From an optimization exercise on the open Yosys and OpenROAD flow, aimed at small area, a short achievable clock period and few clock cycles; shortcuts taken in it are not production practice.
In this exercise RTL edits were held to simulation tests only and were not proved equivalent to the original.
Power figures rest on the tool's default switching activity, not on a simulated workload.

<file path="flow/run.sh">
#!/bin/bash
# synth_recipe.tcl (not shown) runs the flow's synth.tcl, then flattens the netlist and writes it again
# the make line also repeats each setting of config.mk as NAME=value (left out here)
make -C /OpenROAD-flow-scripts/flow DESIGN_CONFIG=/design/flow/config.mk WORK_HOME=/design/flow/orfs CLKGATE_MAP_FILE= SYNTH_SCRIPT=/design/flow/synth_recipe.tcl finish
</file>
<file path="flow/config.mk">
export PLATFORM = sky130hd
export DESIGN_NAME = rlec
export DESIGN_NICKNAME = rlec
export VERILOG_FILES = /design/flow/design.v
export SDC_FILE = /design/flow/constraint.sdc
export NUM_CORES = 4
export LEC_CHECK = 0
export ABC_CLOCK_PERIOD_IN_PS = 5000
export CAP_MARGIN = 20
export CORE_MARGIN = 2
export CORE_UTILIZATION = 70
export CTS_BUF_LIST = sky130_fd_sc_hd__clkbuf_8
export CTS_CLUSTER_DIAMETER = 50
export CTS_CLUSTER_SIZE = 10
export PLACE_DENSITY = 0.8
export SETUP_SLACK_MARGIN = 4.7
export SLEW_MARGIN = 20
</file>
<file path="flow/constraint.sdc">
create_clock -name core_clock -period 10.0 [get_ports {clk}]
set_input_delay 2.0000 -clock core_clock [delete_from_list [all_inputs] [get_ports {clk}]]
set_output_delay 2.0000 -clock core_clock [all_outputs]
set_load 0.01 [all_outputs]
</file>
<file path="flow/design.v">
module rlec (
    input  wire        clk,
    input  wire        rst_n,
    input  wire [3:0]  reg_addr,
    input  wire        reg_we,
    input  wire [31:0] reg_wdata,
    output reg  [31:0] reg_rdata,
    output wire        busy,
    output wire        ibuf_req,
    output wire [15:0] ibuf_addr,
    input  wire        ibuf_gnt,
    input  wire [7:0]  ibuf_rdata,
    output wire        obuf_req,
    output wire [15:0] obuf_addr,
    output wire [7:0]  obuf_wdata,
    input  wire        obuf_gnt
);
    localparam [31:0] ID_VALUE  = 32'h524C_4543;
    localparam [3:0] R_CMD = 4'd0, R_STATUS = 4'd1, R_WIDTH = 4'd2, R_HEIGHT = 4'd3,
                     R_ATHR = 4'd4, R_MODE = 4'd5, R_INLEN = 4'd6, R_OUTCAP = 4'd7,
                     R_OUTLEN = 4'd8, R_INPOS = 4'd9, R_ID = 4'd10;
    localparam [2:0] E_NONE = 3'd0, E_PARAM = 3'd1, E_TRUNC = 3'd2, E_OVERRUN = 3'd3,
                     E_MALFORMED = 3'd5, E_OVERFLOW = 3'd6, E_ILLEGAL = 3'd7;
    localparam [1:0] F_A = 2'd1, F_B = 2'd2, F_C = 2'd3;
    localparam [1:0] S_IDLE = 2'd0, S_START = 2'd1, S_RUN = 2'd2;
    reg [15:0] width, height;
    reg [8:0]  a_thresh;
    reg [1:0]  mode;             
    reg [31:0] in_len, out_cap;
    reg [16:0] out_len, in_pos;  
    reg        st_busy, st_done;
    reg [2:0]  st_err;
    reg [1:0]  state;
    reg [1:0]  fmt;              
    reg        dec;
    reg [4:0]  mcnt;             
    reg [16:0] npix;
    reg        big;              
    reg        dv;               
    reg [7:0]  qin;              
    wire       qv = dv;
    reg [16:0] pidx;             
    reg [6:0]  acc_val;
    reg [16:0] acc_len;
    reg        p_done;           
    reg        rdy;              
    reg [2:0]  aerr;             
    reg [1:0]  bi;               
    reg [1:0]  brem;             
    reg        sml;              
    reg        ov;               
    reg [2:0]  perr;             
    reg        e_act;
    reg [6:0]  ev;
    reg [16:0] el;
    reg [1:0]  ei;               
    wire run   = (state == S_RUN);
    wire start = (state == S_START);
    wire cfg_we    = reg_we && !st_busy;
    wire cmd_wr    = cfg_we && (reg_addr == R_CMD) && (reg_wdata != 32'd0);
    wire cmd_legal = (reg_wdata[31:5] == 27'd0) && (reg_wdata[3:2] == 2'd0) && (reg_wdata[1:0] != 2'd0);
    wire dim_we    = cfg_we && ((reg_addr == R_WIDTH) || (reg_addr == R_HEIGHT));
    wire        m_bit = height[mcnt[3:0]];
    wire [17:0] m_sum = {npix, 1'b0} + {2'd0, m_bit ? width : 16'd0};
    wire        m_big = m_sum[17] || (m_sum[16] && (m_sum[15:0] != 16'd0));
    wire [16:0] out_len1 = out_len + 17'd1;
    reg         cap_full;        
    wire        e_ovf    = !dec && cap_full;
    reg  [7:0]  e_byte;
    reg         e_rlast;         
    reg         e_last;          
    reg  [11:0] e_dec;           
    reg  [1:0]  b_k;
    wire        c_ext = (ev[3:0] == 4'd0) || (ev[3:0] == 4'd15);
    reg         el_one, el_lt128, el_lt16k, el_lt4k, el_lt16;
    wire        c_gt  = c_ext ? !el_lt4k : !el_lt16;
    wire [11:0] c_n   = c_gt ? (c_ext ? 12'd4095 : 12'd15) : el[11:0];
    always @(*) begin
        if (el_one)                    b_k = 2'd0;
        else if (el_lt128)             b_k = 2'd1;
        else if (el_lt16k)             b_k = 2'd2;
        else                           b_k = 2'd3;
        e_byte  = 8'd0;
        e_rlast = 1'b1;
        e_last  = 1'b1;
        e_dec   = 12'd1;
        if (dec) begin
            case (fmt)
                F_A:     e_byte = {8{ev[0]}};
                F_B:     e_byte = {ev[6:0], 1'b0};
                default: e_byte = {ev[3:0], 4'd0};
            endcase
            e_last = el_one;
        end else begin
            case (fmt)
                F_A: e_byte = {ev[0], el[6:0]};
                F_B: begin
                    e_last  = (ei == b_k);
                    e_rlast = e_last;
                    if (ei == 2'd0)
                        e_byte = {(b_k != 2'd0), ev[6:0]};
                    else begin
                        case (b_k)
                            2'd1: e_byte = el[7:0];
                            2'd2: e_byte = (ei == 2'd1) ? {2'b10, el[13:8]} : el[7:0];
                            default: case (ei)
                                    2'd1:    e_byte = {3'b110, 4'd0, el[16]};
                                    2'd2:    e_byte = el[15:8];
                                    default: e_byte = el[7:0];
                                endcase
                        endcase
                    end
                end
                default: begin
                    e_dec = c_n;
                    if (c_ext) begin
                        e_rlast = (ei == 2'd1);
                        e_byte  = (ei == 2'd0) ? {ev[3:0], c_n[11:8]} : c_n[7:0];
                    end else begin
                        e_rlast = 1'b1;
                        e_byte  = {ev[3:0], c_n[3:0]};
                    end
                    e_last = e_rlast && !c_gt;
                end
            endcase
        end
    end
    wire e_req   = run && e_act && !e_ovf;                
    wire e_step  = e_req && obuf_gnt;                     
    wire em_free = !e_act || (obuf_gnt && e_last && !e_ovf);
    wire [16:0] pidx1    = pidx + 17'd1;
    wire [16:0] acc_inc  = acc_len + 17'd1;
    wire        acc_nz   = (acc_len != 17'd0);
    wire        e_mism   = acc_nz && (qin[6:0] != acc_val);
    wire        e_cap    = (fmt == F_A) && (acc_len == 17'd124) && !e_mism;
    wire        e_need   = e_mism || e_cap;
    wire        enc_take = run && !dec && !p_done && qv && (!e_need || em_free);
    wire        enc_fin  = run && !dec && p_done && acc_nz && em_free;
    wire        enc_ovf  = run && !dec && e_act && e_ovf;
    wire        enc_end  = run && !dec && p_done && !acc_nz && !e_act;
    wire [17:0] r_diff  = {1'b0, npix} - {1'b0, acc_len};
    wire        d_over  = ov || r_diff[17];
    wire        d_bad   = (aerr != E_NONE) || (mode[0] && sml) || d_over;
    wire        d_chk   = run && dec && rdy && !p_done;
    wire        d_hand  = d_chk && !d_bad && (!acc_nz || em_free);
    wire        d_go    = run && dec && !p_done && (!rdy || d_hand);
    wire        d_trunc = (pidx == in_len[16:0]);    
    wire        dec_take = d_go && !d_trunc && qv;
    wire        dec_end = run && dec && p_done && !e_act;
    reg  [6:0]  a_val;
    reg  [16:0] a_len;
    reg  [1:0]  a_bi, a_brem;
    reg         a_sml, a_ov, a_done;
    reg  [2:0]  a_err;
    always @(*) begin
        a_val  = acc_val;
        a_len  = acc_len;
        a_bi   = bi;
        a_brem = brem;
        a_sml  = sml;
        a_ov   = ov;
        a_done = 1'b0;
        a_err  = E_NONE;
        case (fmt)
            F_A: begin
                a_val  = {6'd0, qin[7]};
                a_len  = {10'd0, qin[6:0]};
                a_sml  = (qin[6:0] == 7'd0) || (qin[6:0] > 7'd125);
                a_ov   = 1'b0;
                a_done = 1'b1;
            end
            F_B: begin
                if (bi == 2'd0) begin
                    a_val = qin[6:0];
                    a_len = 17'd1;
                    a_sml = 1'b0;
                    a_ov  = 1'b0;
                    if (!qin[7]) a_done = 1'b1;
                    else        a_bi   = 2'd1;
                end else if (bi == 2'd1) begin
                    a_bi = 2'd2;
                    if (!qin[7]) begin
                        a_len  = {10'd0, qin[6:0]};
                        a_sml  = (qin[6:1] == 6'd0);
                        a_done = 1'b1;
                    end else if (!qin[6]) begin
                        a_len  = {11'd0, qin[5:0]};
                        a_brem = 2'd1;
                    end else if (!qin[5]) begin
                        a_len  = {12'd0, qin[4:0]};
                        a_brem = 2'd2;
                    end else if (!qin[4]) begin
                        a_len  = {13'd0, qin[3:0]};
                        a_brem = 2'd3;
                    end else begin
                        a_err  = E_MALFORMED;
                        a_done = 1'b1;
                    end
                end else begin
                    a_len  = {acc_len[8:0], qin};
                    a_ov   = ov || (acc_len[16:9] != 8'd0);
                    a_bi   = 2'd3;
                    a_brem = brem - 2'd1;
                    if (bi == 2'd2) begin
                        case (brem)
                            2'd1:    a_sml = (acc_len == 17'd0) && !qin[7];
                            2'd2:    a_sml = (acc_len == 17'd0) && (qin[7:6] == 2'd0);
                            default: a_sml = (acc_len == 17'd0) && (qin[7:5] == 3'd0);
                        endcase
                    end
                    if (brem == 2'd1) a_done = 1'b1;
                end
            end
            default: begin
                a_ov = 1'b0;
                if (bi == 2'd0) begin
                    a_val = {3'd0, qin[7:4]};
                    a_len = {13'd0, qin[3:0]};
                    a_sml = (qin[3:0] == 4'd0);
                    if (qin[7:4] == 4'h0 || qin[7:4] == 4'hF) a_bi = 2'd1;
                    else a_done = 1'b1;
                end else begin
                    a_len  = {5'd0, acc_len[3:0], qin};
                    a_sml  = ({acc_len[3:0], qin} == 12'd0);
                    a_done = 1'b1;
                end
            end
        endcase
        if (a_done) a_bi = 2'd0;
    end
    wire take = enc_take || dec_take;
    wire drop = dv && !take;     
    always @(*) begin
        if (dec) qin = ibuf_rdata;
        else case (fmt)
            F_A:     qin = {7'd0, ({1'b0, ibuf_rdata} >= a_thresh)};
            F_B:     qin = {1'b0, ibuf_rdata[7:1]};
            default: qin = {4'd0, ibuf_rdata[7:4]};
        endcase
    end
    assign ibuf_addr  = dv ? pidx1[15:0] : pidx[15:0];
    assign busy       = st_busy;
    assign ibuf_req   = st_busy;
    assign obuf_req   = e_req;
    assign obuf_addr  = out_len[15:0];
    assign obuf_wdata = e_byte;
    wire [15:0] rsel = 16'd1 << reg_addr;
    always @(*) begin
        reg_rdata = ({32{rsel[R_STATUS]}} & {25'd0, st_err, 2'b00, st_done, st_busy})
                  | ({32{rsel[R_WIDTH]}}  & {16'd0, width})
                  | ({32{rsel[R_HEIGHT]}} & {16'd0, height})
                  | ({32{rsel[R_ATHR]}}   & {23'd0, a_thresh})
                  | ({32{rsel[R_MODE]}}   & {30'd0, mode})
                  | ({32{rsel[R_INLEN]}}  & in_len)
                  | ({32{rsel[R_OUTCAP]}} & out_cap)
                  | ({32{rsel[R_OUTLEN]}} & {15'd0, out_len})
                  | ({32{rsel[R_INPOS]}}  & {15'd0, in_pos})
                  | ({32{rsel[R_ID]}}     & ID_VALUE);
    end
    wire bad_cap  = (out_cap[31:17] != 15'd0) || (out_cap[16] && out_cap[15:0] != 16'd0);
    wire bad_len  = (in_len[31:17] != 15'd0) || (in_len[16] && in_len[15:0] != 16'd0);
    wire zero_dim = (width == 16'd0) || (height == 16'd0);
    wire s_ok     = start && !mcnt[4] && (fmt != 2'd0) && !bad_cap && !zero_dim && !big &&
                    !(dec && (bad_len || (npix > out_cap[16:0])));
    wire s_end    = start && ((fmt == 2'd0) || (!mcnt[4] && !s_ok));
    reg  [2:0] s_err;
    always @(*) begin
        if (fmt == 2'd0)   s_err = E_ILLEGAL;
        else if (bad_cap)  s_err = E_PARAM;
        else if (zero_dim) s_err = mode[1] ? E_NONE : E_PARAM;
        else               s_err = E_PARAM;
    end
    wire       fin     = s_end || enc_ovf || enc_end || dec_end;
    wire [2:0] fin_err = s_end ? s_err : (enc_ovf ? E_OVERFLOW : (dec ? perr : E_NONE));
    wire e_load  = (enc_take && e_need) || enc_fin || (d_hand && acc_nz);
    wire [16:0] el_nx = e_load ? ((enc_take && e_cap) ? 17'd125 : acc_len) : (el - {5'd0, e_dec});
    wire ip_load = (enc_take && e_need) || enc_fin || enc_end || d_hand;
    always @(posedge clk) begin
        if (!rst_n) begin
            width    <= 16'd0;
            height   <= 16'd0;
            a_thresh <= 9'h0FF;
            mode     <= 2'd0;
            in_len   <= 32'd0;
            out_cap  <= 32'h0001_0000;
            out_len  <= 17'd0;
            in_pos   <= 17'd0;
            st_busy  <= 1'b0;
            st_done  <= 1'b0;
            st_err   <= E_NONE;
            state    <= S_IDLE;
            cap_full <= 1'b0;
        end else begin
            if (cfg_we) begin
                case (reg_addr)
                    R_WIDTH:  width    <= reg_wdata[15:0];
                    R_HEIGHT: height   <= reg_wdata[15:0];
                    R_ATHR:   a_thresh <= reg_wdata[8:0];
                    R_MODE:   mode     <= reg_wdata[1:0];
                    R_INLEN:  in_len   <= reg_wdata;
                    R_OUTCAP: out_cap  <= reg_wdata;
                    default: ;
                endcase
            end
            if (cmd_wr)    out_len <= 17'd0;
            else if (e_step) out_len <= out_len1;
            if (cmd_wr)      cap_full <= (out_cap[16:0] == 17'd0);
            else if (e_step) cap_full <= (out_len1 == out_cap[16:0]);
            if (cmd_wr)       in_pos <= 17'd0;
            else if (ip_load) in_pos <= pidx;
            if (cmd_wr) begin
                st_busy <= 1'b1;
                st_done <= 1'b0;
                st_err  <= E_NONE;
                state   <= S_START;
            end else if (fin) begin
                st_busy <= 1'b0;
                st_done <= 1'b1;
                st_err  <= fin_err;
                state   <= S_IDLE;
            end else if (s_ok) begin
                state   <= S_RUN;
            end
        end
    end
    always @(posedge clk) begin
        if (cmd_wr) begin
            fmt <= cmd_legal ? reg_wdata[1:0] : 2'd0;
            dec <= reg_wdata[4];
        end
        if (dim_we || dec_end) begin
            npix <= 17'd0;
            big  <= 1'b0;
        end else if (mcnt[4]) begin
            npix <= m_sum[16:0];
            big  <= big || m_big;
        end else if (d_hand && acc_nz) begin
            npix <= r_diff[16:0];
        end
        if (!rst_n)
            mcnt <= 5'd0;
        else if (dim_we || dec_end)
            mcnt <= 5'h1F;
        else if (mcnt[4])
            mcnt <= mcnt - 5'd1;
        if (start) begin
            dv   <= 1'b0;
            pidx <= 17'd0;
        end else begin
            dv <= ibuf_gnt && !drop;
            if (take) pidx <= pidx1;
        end
        if (start || enc_fin || (enc_take && e_cap))
            acc_len <= 17'd0;
        else if (enc_take)
            acc_len <= e_mism ? 17'd1 : acc_inc;
        else if (dec_take)
            acc_len <= a_len;
        if (enc_take)      acc_val <= qin[6:0];
        else if (dec_take) acc_val <= a_val;
        if (start)
            p_done <= 1'b0;
        else if ((enc_take && pidx1 == npix) || (d_chk && (d_bad || (acc_nz && em_free && r_diff[16:0] == 17'd0))))
            p_done <= 1'b1;
        if (start || d_hand) rdy <= 1'b0;
        if (d_go && (d_trunc || (qv && a_done))) rdy <= 1'b1;
        if (d_go) begin
            if (d_trunc) aerr <= E_TRUNC;
            else if (qv) aerr <= a_err;
        end
        if (start) bi <= 2'd0;
        else if (dec_take) bi <= a_bi;
        if (dec_take) begin
            brem <= a_brem;
            sml  <= a_sml;
            ov   <= a_ov;
        end
        if (d_chk && d_bad) begin
            if (aerr != E_NONE)        perr <= aerr;
            else if (mode[0] && sml)   perr <= E_MALFORMED;
            else                       perr <= E_OVERRUN;
        end else if (start)
            perr <= E_NONE;
        if (start)
            e_act <= 1'b0;
        else if (e_load)
            e_act <= 1'b1;
        else if (e_step && e_last)
            e_act <= 1'b0;
        if (e_load) begin
            ev <= acc_val;
            ei <= 2'd0;
        end else if (e_step) begin
            if (e_rlast) ei <= 2'd0;
            else         ei <= ei + 2'd1;
        end
        if (e_load || (e_step && e_rlast)) begin
            el       <= el_nx;
            el_one   <= (el_nx == 17'd1);
            el_lt128 <= (el_nx[16:7] == 10'd0);
            el_lt16k <= (el_nx[16:14] == 3'd0);
            el_lt4k  <= (el_nx[16:12] == 5'd0);
            el_lt16  <= (el_nx[16:4] == 13'd0);
        end
    end
endmodule
</file>
==> results of run 1 <==
==> layout make-up <==
class | count | area share
tap | 335 | 0.0204
clock buffer | 38 | 0.0254
clock inverter | 20 | 0.00803
sequential | 262 | 0.279
multi-input combinational | 1814 | 0.577
timing repair buffer | 154 | 0.0741
inverter | 87 | 0.0160
==> critical path, delay by kind of cell <==
kind	cells	cell delay (ns)
AOI/OAI and AO/OA	1	0.37
and+or+nand+nor	2	0.29
buffers and inverters	4	0.73
==> metal layers <==
layer / routed length [um] / up-vias / global-route usage
met5: 0 / - / 0
met4: 4250 / 0 / 0.248
met3: 9660 / 347 / 0.107
met2: 28400 / 1502 / 0.705
met1: 23200 / 8795 / 0.576
li1: - / 8397 / -
==> report_power, final <==
part           leakage, nW  internal [mW]  switching (mW)
Combinational         5.31          0.273           0.335
Clock                0.368          0.410           0.458
Sequential            2.18           1.11           0.107
Total                 7.86           1.79           0.900
==> flip-flops by register name, indices dropped and copies added, names as in the netlist, 9 cells and up <==
| register | flops |
|---|---|
| height | 16 |
| a_thresh | 9 |
| npix | 17 |
| out_cap | 32 |
| in_len | 32 |
| in_pos | 17 |
| pidx | 17 |
| acc_len | 17 |
| width | 16 |
| el | 17 |
| out_len | 17 |
==> worst min-delay path by stage <==
stage | cells after the start | endpoint
2_1_floorplan | 2 | st_done
3_3_place_gp | 0 | ev[6]
3_5_place_dp | 0 | ev[6]
5_1_grt | 2 | out_cap[22]
6_report | 0 | ev[6]
4_1_cts | 2 | out_cap[24]
==> repair_timing <==
action                                  4_1_cts  5_1_grt
cloned                                        2        1
setup buffers                                 7        4
pin swaps                                    13       11
endpoints found under the setup margin       82       73
gates resized for setup                     107       35
==> cells in the final DEF, fill, tap and decap left out, types with 9 or more instances in the layout <==
cell type,count
dlygate4sd2_1,18
inv_1,93
xor2_1,66
nand4_1,31
a21o_1,22
a31oi_1,15
mux2i_1,35
nor4_1,51
a21oi_1,107
a21boi_0,103
or3_1,9
xnor2_1,105
buf_4,22
a22oi_1,42
edfxtp_1,48
ha_1,81
nor2b_1,20
a211oi_1,23
clkbuf_8,38
nor3_1,44
and3_1,25
o21ai_0,96
o21ai_1,13
nor2_1,166
and2_1,28
o211ai_1,28
o31ai_1,10
mux2_2,11
nand2b_1,21
a22o_1,12
nand2_1,363
dfxtp_1,210
o32ai_1,9
clkdlybuf4s50_1,85
nand3_1,68
o21a_1,15
==> cells by family after synthesis <==
group	after synthesis	share of synthesized area
xor gates and xnor gates	171	0.0812
buffers and inverters	249	0.0571
AOI/OAI and AO/OA	612	0.232
muxes	52	0.0317
and+or+nand+nor	892	0.228
DFF	262	0.310
adders and majority gates	85	0.0589
==> out/qor.txt, run 1 <==
post-synth cell types = 102
Clock Tree Root = clkbuf_8
maximum clock frequency = 186 MHz
Slew headroom = 0.230
Via Count = 19.0k
Detailed Place HPWL = 46,900 um
largest cells by area after synthesis = dfxtp_1 23%, edfxtp_1 7.8%, nand2_1 7.4%
CTS max path bufs = 3
DIE WIDTH = 166 um
Crit path top cell by count = buf_12
wire length per cell = 24.2 um
Non-Filler Instances = 2,710
H-tree Lvls = 2
WHS = 0.499 ns
starting density of the core = 0.710
Layout Skew = 0.0282 ns
status = complete, no violations
DIE AREA = 27,700 sq um
fillers = 1,839
DRT iter0 DRCs = 3,145
hold wc startpoint = acc_val[6]
CP endpoint kind = output pin
vias in the first global route = 18.1k
Final WS setup = 4.61 ns
Port Buffers = 123
top-count cell post-synth = nand2_1
sequential cell area = 5740 sq um
Total GRT Usage = 0.451
syn nets = 2,457
Worst path slowest cell = a221o_1
Clock Sink Count = 262
top post-synthesis cells by count = 364 x nand2_1, 214 x dfxtp_1, 172 x nor2_1
Post-Syn Instances = 2,323
number of synthesized flops with an enable pin = 48
async set or reset register ratio after synthesis = 0
Multi-input gate area = 11,900 sq um
CTS tree = built
worst endpoint required time = 8.00 ns
Yosys warnings = 1
pwr/cell area = 131 nW/um^2
crit path capture = reg_rdata[22]
area leader, netlist = dfxtp_1
pin count of the biggest net entering global routing = 118
R2R depth = 16
Avg Cell Area, Syn = 7.94 sq um
Pre-antenna DRT Iters = 7
Worst-Margin Slew = 1.15 ns
initial antenna violation count = 0
total power = 2.69 mW
leak pwr = 7.86 nW
gp weighted congestion = 1.02
Site Rows = 59
Critical Setup Path Class = primary input to output pin
CTS Buf Count = 37
clk slew on worst S/H paths = 0.08 ns
Largest stage delay, worst path = 0.37 ns
Worst R2R Start = fmt[1]
Inst Count DP = 2,637
Critical Path Source = reg_addr[2]
hold-fix buffer count after cts = 0
Antenna Cells = 0
RSZ-0062 raised after global routing = yes
critical path, cell by cell = buf_12 -> nor2b_4 -> and3_4 -> buf_4 -> buf_12 -> a221o_1 -> dlygate4sd2_1
clock latency on the worst-skew pair = 0.57 ns
final core occ = 0.792
Area Overhead vs Synth = 11.5%
#FFs+latches synth = 262
Finished Cell Area = 20,600 sq um
CP Max Fanout = 17
routed vias/inst = 7.03
total grt overflow = 0
CP startpoint kind = primary input
worst hold path class = flip-flop to flip-flop
final wirelength = 65,500 um
Synth Flop Type = dfxtp_1
fin crit period = 5.39 ns
sequential area share after synthesis = 0.310
Worst R2R End = el_one
final-report hold violation count = 0
core area = 26,000 sq um
Placed Area = 19,500 sq um
Yosys top cell area share = 0.232
antenna-violating nets left = 0
WP data arrival = 3.39 ns
placement-stage worst setup slack = 3.22 ns
Post-route DRC = 0
max-cap viol count = 0
period utilisation layout = 0.539
R2R setup slack = 5.13 ns
Die Ht = 166 um
max-slew violation count = 0
Peak VDD IR = 0.158 mV
Syn Std Cell Area = 18,400 sq um
I/O Pins = 124
Layout Nets = 2,490
final setup TNS = 0 ns
first-pass GRT wire length = 99,400 um
# setup viols final = 0
layout cells sized above 1 = 0.0741
Testbench counts, summed over its fixed seeds: cycles 398,828.
==> run 2, diff against run 1 <==
--- a/flow/config.mk
+++ b/flow/config.mk
@@ -8,10 +8,10 @@
 export ABC_CLOCK_PERIOD_IN_PS = 5000
 export CAP_MARGIN = 20
 export CORE_MARGIN = 2
-export CORE_UTILIZATION = 70
+export CORE_UTILIZATION = 65
 export CTS_BUF_LIST = sky130_fd_sc_hd__clkbuf_8
 export CTS_CLUSTER_DIAMETER = 50
 export CTS_CLUSTER_SIZE = 10
-export PLACE_DENSITY = 0.8
+export PLACE_DENSITY = 0.75
 export SETUP_SLACK_MARGIN = 4.7
 export SLEW_MARGIN = 20
==> run 2 against run 1 <==
  * Setup slack improved by 0.079 ns
  * Area after synthesis did not move
  * Register-to-register slack worse by 0.10 ns
  * Sequential cell count unchanged
  * First-iteration DRC count decreased by 19%
  * Routed wire length shrank 1.5%
  * Final cell count up 2.1%
  * Total power increased by 0.48%
  * Synthesized cell count stayed put
==> out/qor.txt, run 2 <==
status = complete, no violations
Layout Nets = 2,503
Antenna Cells = 0
Yosys warnings = 1
WP data arrival = 3.31 ns
gp weighted congestion = 1.04
Layout Skew = 0.0244 ns
DRT iter0 DRCs = 2,559
CP endpoint kind = output pin
antenna-violating nets left = 0
Largest regs = in_len: 32 flops, out_cap: 32 flops
I/O Pins = 124
#FFs+latches synth = 262
CP startpoint kind = primary input
total power = 2.71 mW
H-tree Lvls = 2
CP Max Fanout = 14
Port Buffers = 123
number of synthesized flops with an enable pin = 48
worst endpoint required time = 8.00 ns
Slew headroom = 0.247
post-synth cell types = 102
most frequent cells in the layout = 363 x nand2_1, 210 x dfxtp_1, 167 x nor2_1
DIE WIDTH = 172 um
Worst R2R Start = fmt[0]
hold worst-path end = out_cap[27]
syn nets = 2,457
maximum clock frequency = 188 MHz
CTS Buf Count = 35
Worst-Margin Slew = 1.13 ns
async set or reset register ratio after synthesis = 0
max-cap viol count = 0
Clock Tree Root = clkbuf_8
Avg Cell Area, Syn = 7.94 sq um
total grt overflow = 0
first-pass GRT wire length = 96,800 um
sequential area share after synthesis = 0.310
Total GRT Usage = 0.422
CTS max path bufs = 3
starting density of the core = 0.662
top post-synthesis cells by count = 364 x nand2_1, 214 x dfxtp_1, 172 x nor2_1
routed vias/inst = 6.82
# setup viols final = 0
M2 GR Usage = 0.656
Area Overhead vs Synth = 12.7%
Post-Syn Instances = 2,323
Clock Sink Count = 262
final setup TNS = 0 ns
top-count cell post-synth = nand2_1
wire length per cell = 23.3 um
initial antenna violation count = 0
layout cells sized above 1 = 0.0816
Worst Hold Depth = 2
Die Ht = 172 um
area leader, netlist = dfxtp_1
Worst R2R End = el_one
leak pwr = 8.01 nW
final wirelength = 64,500 um
Post-route DRC = 0
core area = 27,900 sq um
RSZ-0062 raised after global routing = yes
Site Rows = 61
pwr/cell area = 130 nW/um^2
fin crit period = 5.31 ns
max-slew violation count = 0
Via Count = 18.9k
Synth Flop Type = dfxtp_1
Pre-antenna DRT Iters = 9
Peak VDD IR = 0.166 mV
Detailed Place HPWL = 46,800 um
Yosys top cell area share = 0.232
hold-fix buffer count after cts = 0
R2R depth = 16
clock latency on the worst-skew pair = 0.57 ns
pin count of the biggest net entering global routing = 118
met3 Track Usage GR = 0.0707
Critical Path Source = reg_addr[1]
CTS tree = built
Syn Std Cell Area = 18,400 sq um
met1 usage = 0.550
period utilisation layout = 0.531
DIE AREA = 29,700 sq um
worst hold path class = flip-flop to flip-flop
vias in the first global route = 17.0k
Critical Setup Path Class = primary input to output pin
busiest grt layer = met2
WHS = 0.494 ns
largest cells by area after synthesis = dfxtp_1 23%, edfxtp_1 7.8%, nand2_1 7.4%
commonest non-fill, non-tap cell in the layout = nand2_1
hold wc startpoint = out_cap[27]
R2R setup slack = 5.03 ns
final-report hold violation count = 0
clk slew on worst S/H paths = 0.07 ns
## run 2: cell type report
type	count	area, sq um
multi-input combinational	1814	11900
fill	2176	7070
sequential	262	5730
timing repair buffer	169	1650
clock buffer	40	551
tap	378	473
inverter	87	329
clock inverter	17	159
## run 2: worst max-delay path: stages
cell and delay (ns):
buf_6 0.14, nor2_1 0.18, a21oi_1 0.12, nor3b_1 0.49, a221oi_2 0.06, nand3_1 0.15
clkbuf_2 0.15
## run 2: cell families after synthesis
group | count (synthesis) | synth area share
AND/OR/NAND/NOR | 892 | 0.228
AO/OA/AOI/OAI | 612 | 0.232
flip-flops | 262 | 0.310
buffers and inverters | 249 | 0.0571
XOR/XNOR | 171 | 0.0812
adder cells (fa/ha/maj) | 85 | 0.0589
multiplexers | 52 | 0.0317
## run 2: power breakdown
group	switching, mW	internal, mW	total [mW]
logic	0.342	0.277	0.619
registers	0.101	1.11	1.21
clock network	0.432	0.444	0.877
## run 2: metal layers
layer	share of wire	wire [um]
met4	0.071	4610
met2	0.44	28300
met5	0	0
met1	0.39	25000
met3	0.10	6600
## run 2: worst max path at each step
stage	end	slack (ns)	cells after the start
after global routing	reg_rdata[10]	4.62	7
after detailed placement	reg_rdata[1]	3.14	7
after CTS	reg_rdata[1]	4.50	7
after global placement	reg_rdata[1]	3.20	7
final	reg_rdata[5]	4.69	7
after floorplan	reg_rdata[1]	4.75	7
## run 2: timing repair
item,in CTS,in global routing
endpoints found under the setup margin,87,101
resized for setup,120,33
cloned,2,1
pin swaps,19,17
setup buffers,11,13
## run 2: per-stage QoR
| step | utilization | area [sq um] | setup slack [ns] | std cells |
|---|---|---|---|---|
| after global routing | 0.746 | 20800 | 4.62 | 2767 |
| after global placement | 0.703 | 19600 | 3.20 | 2683 |
| after detailed placement | 0.703 | 19600 | 3.14 | 2683 |
| final | 0.746 | 20800 | 4.69 | 2767 |
| after floorplan | - | 18500 | 4.75 | 2323 |
| after CTS | 0.737 | 20500 | 4.50 | 2753 |

## re-timing with driven ports
In the flow no input, the clock included, has a driving cell. The finished layouts below were timed again as built, in two steps.
Step 1 (the two cells are an assumption about what drives the block):
set clk [get_ports {clk}]
set_driving_cell -lib_cell sky130_fd_sc_hd__clkbuf_16 $clk
set_driving_cell -lib_cell sky130_fd_sc_hd__buf_2 [delete_from_list [all_inputs] $clk]
Step 2, shift: input delay + t, output delay - t, t = (earliest + latest rising clock arrival at the registers) / 2. This alone moves slack from input paths to output paths.
a / b / c = ideal / step 1 / step 2; a / b = the first two.
run | shift t [ns] | slack for setup (ns) | worst slew at a driven data input, ns
run 1 | 0.607 | 4.610 / 4.560 / 4.143 | 0.10
run 2 | 0.607 | 4.690 / 4.642 / 4.286 | 0.09
After both steps every run listed still meets setup and hold. The setup slack of run 1, which loses most, moves by -0.050 ns with the drivers and by -0.467 ns with both steps.
